From an optimization exercise on the open Yosys and OpenROAD flow, aimed at small area, a short achievable clock period and few clock cycles per item; shortcuts taken in it are not production practice.
The RTL was checked by simulation tests, not by an equivalence proof against the original design.

==> module fst_hash_engine, before the edit <==
module fst_hash_engine (
    input  wire        clk,
    input  wire        rst_n,
    input  wire        key_wr,
    input  wire [3:0]  key_addr,
    input  wire [31:0] key_data,
    input  wire        in_valid,
    output wire        in_ready,
    input  wire [31:0] in_data,
    input  wire        in_v4,
    output wire        out_valid,
    input  wire        out_ready,
    output wire [31:0] out_hash
);
    reg  [31:0] ring [0:9];
    reg  [9:0]  kv;
    reg  [9:0]  wsel;
    reg  [9:0]  ph;                  
    reg  [19:0] mask;                
    reg  [31:0] dr;                  
    integer s;
    wire        kw    = key_wr && (key_addr < 4'd10);
    reg  [9:0]  tsel;
    integer t;
    always @(*) begin
        for (s = 0; s < 10; s = s + 1) begin
            tsel[s] = 1'b0;
            for (t = 0; t < 10; t = t + 1)
                tsel[s] = tsel[s] | ((key_addr == t) & ph[(t + 18 - s) % 10]);
        end
    end
    always @(posedge clk) begin
        for (s = 0; s < 10; s = s + 1) begin
            if (wsel[s])
                ring[s] <= (s % 2) ? ~dr : dr;
            else
                ring[s] <= ~ring[(s + 1) % 10];
        end
    end
    always @(posedge clk) begin
        if (!rst_n) begin
            ph   <= 10'd1;
            wsel <= 10'd0;
            kv   <= 10'd0;
            mask <= 20'd0;
        end else begin
            ph <= {ph[8:0], ph[9]};
            for (s = 0; s < 10; s = s + 1) begin
                wsel[s] <= kw && tsel[s];
                kv[s]   <= wsel[s] | kv[(s + 1) % 10];
            end
            if (key_wr && key_addr == 4'd10)
                mask <= key_data[19:0];
        end
    end
    reg  [3:0]  wc;
    reg  [3:0]  dl;
    reg         v4r;
    reg         rdy;
    reg         dfirst, dlast, fin;
    reg  [19:0] acc;                 
    reg  [19:0] oreg;
    reg         ov;
    wire        xfer = in_valid && rdy;
    wire        v4e  = (wc == 4'd0) ? in_v4 : v4r;
    wire        w9   = (wc == 4'd9);
    wire        zero_w = v4e && (wc == 4'd0 || wc == 4'd1 || wc == 4'd4 || wc == 4'd5);
    wire        ffff_w = v4e && (wc == 4'd2 || wc == 4'd6);
    wire [31:0] dnorm = w9     ? {in_data[7:0], 24'd0} :
                        zero_w ? 32'd0 :
                        ffff_w ? 32'h0000FFFF : in_data;
    wire [3:0]  wc_n = xfer ? (w9 ? 4'd0 : wc + 4'd1) : wc;
    wire [3:0]  dl_m = (dl == 4'd0 || dl > 4'd9) ? 4'd9 : dl - 4'd1;
    wire [3:0]  dl_n = xfer ? dl : dl_m;
    wire        ov_n = fin ? 1'b1 : (ov && out_ready) ? 1'b0 : ov;
    always @(posedge clk) begin
        dr <= xfer ? dnorm : key_wr ? key_data : 32'd0;
        if (xfer && wc == 4'd0)
            v4r <= in_v4;
    end
    always @(posedge clk) begin
        if (!rst_n) begin
            wc     <= 4'd0;
            dl     <= 4'd0;
            rdy    <= 1'b0;
            dfirst <= 1'b0;
            dlast  <= 1'b0;
            fin    <= 1'b0;
            ov     <= 1'b0;
        end else begin
            wc     <= wc_n;
            dl     <= dl_n;
            rdy    <= (dl_n == 4'd1) && (wc_n != 4'd9 || !ov_n);
            dfirst <= xfer && (wc == 4'd0);
            dlast  <= xfer && w9;
            fin    <= dlast;
            ov     <= ov_n;
        end
    end
    wire [50:0] win = {~ring[1][18:0] & {19{kv[1]}}, ring[0] & {32{kv[0]}}};
    reg  [19:0] prod;
    integer h, j;
    always @(*) begin
        for (h = 0; h < 20; h = h + 1) begin
            prod[h] = 1'b0;
            for (j = 0; j < 32; j = j + 1)
                prod[h] = prod[h] ^ (dr[j] & win[43 - 8*(j/8) + (j%8) - (19-h)]);
        end
    end
    always @(posedge clk) begin
        acc <= (dfirst ? 20'd0 : acc) ^ prod;
        if (fin)
            oreg <= acc & mask;
    end
    assign in_ready  = rdy;
    assign out_valid = ov;
    assign out_hash  = {12'd0, oreg};
endmodule
clock: 6.0 ns
lec_check: 0
cap_margin: 20
core_margin: 2
core_utilization: 30
setup_slack_margin: 3.2
slew_margin: 20
run.sh (not shown) runs the stock make flow with config.mk's settings and CLKGATE_MAP_FILE= SYNTH_SCRIPT=/design/flow/synth_recipe.tcl, a recipe that flattens the netlist after the stock synthesis.
Testbench counts at the start, summed over its fixed seeds: cycles 9,670, items 960.
Rerun with:
--- a/flow/design.v
+++ b/flow/design.v
@@ -96,17 +96,38 @@
             fin    <= dlast;
             ov     <= ov_n;
         end
     end
     wire [50:0] win = {~ring[1][18:0] & {19{kv[1]}}, ring[0] & {32{kv[0]}}};
+    wire [31:0] x;
+    genvar gj;
+    generate
+        for (gj = 0; gj < 32; gj = gj + 1) begin : g_x
+            assign x[24 - 8*(gj/8) + (gj%8)] = dr[gj];
+        end
+    endgenerate
+    wire [9:0]  xs = x[9:0] ^ x[19:10];
+    wire [18:0] ka = win[18:0] ^ win[28:10];
+    wire [18:0] kc = win[38:20] ^ win[28:10];
+    reg  [9:0]  kp, kq, kr;
     reg  [19:0] prod;
     integer h, j;
     always @(*) begin
+        for (h = 0; h < 10; h = h + 1) begin
+            kp[h] = 1'b0;
+            kq[h] = 1'b0;
+            kr[h] = 1'b0;
+            for (j = 0; j < 10; j = j + 1) begin
+                kp[h] = kp[h] ^ (xs[j] & win[10 + h + j]);
+                kq[h] = kq[h] ^ (x[j] & ka[h + j]);
+                kr[h] = kr[h] ^ (x[10 + j] & kc[h + j]);
+            end
+        end
         for (h = 0; h < 20; h = h + 1) begin
-            prod[h] = 1'b0;
-            for (j = 0; j < 32; j = j + 1)
-                prod[h] = prod[h] ^ (dr[j] & win[43 - 8*(j/8) + (j%8) - (19-h)]);
+            prod[h] = (h < 10) ? kp[h] ^ kq[h] : kp[h - 10] ^ kr[h - 10];
+            for (j = 20; j < 32; j = j + 1)
+                prod[h] = prod[h] ^ (x[j] & win[j + h]);
         end
     end
     always @(posedge clk) begin
         acc <= (dfirst ? 20'd0 : acc) ^ prod;
         if (fin)
What happened: Synthesized cell count falls by 6.0%. Core utilization rises by 1.5 points. Clock skew stays flat. Design area rises by 0.49%. Routed wire length falls by 2.0%. Sequential cell count stays the same.
Testbench counts after the change, summed over its fixed seeds: cycles 9,670, items 960.

[re-timing with driven ports]
No port has a modelled driver above. Below, the same layouts with a new extraction and two added sets of constraints. Step 1: set_driving_cell puts a clkbuf_16 on clk and a buf_2 on each other input, an assumption about the parent block. Step 2 moves the port delays by t, midway between the first and last clock arrival at a register: inputs arrive t later, outputs are due t later. That takes back most of the time a late clock gives input paths. Slacks: ideal / step 1 / step 2; pairs: ideal / step 1.
| run | t (ns) | setup WS [ns] | clock arrival spread, ns | worst data-port slew with drivers (ns) |
|---|---|---|---|---|
| the first run | 0.647 | 3.223 / 3.200 / 2.771 | 0.017 / 0.017 | 0.05 |
| the second run | 0.642 | 3.236 / 3.236 / 2.638 | 0.021 / 0.020 | 0.06 |
After both steps every run listed still meets setup and hold. The setup slack of the second run, which loses most, moves by 0.000 ns with the drivers and by -0.598 ns with both steps.
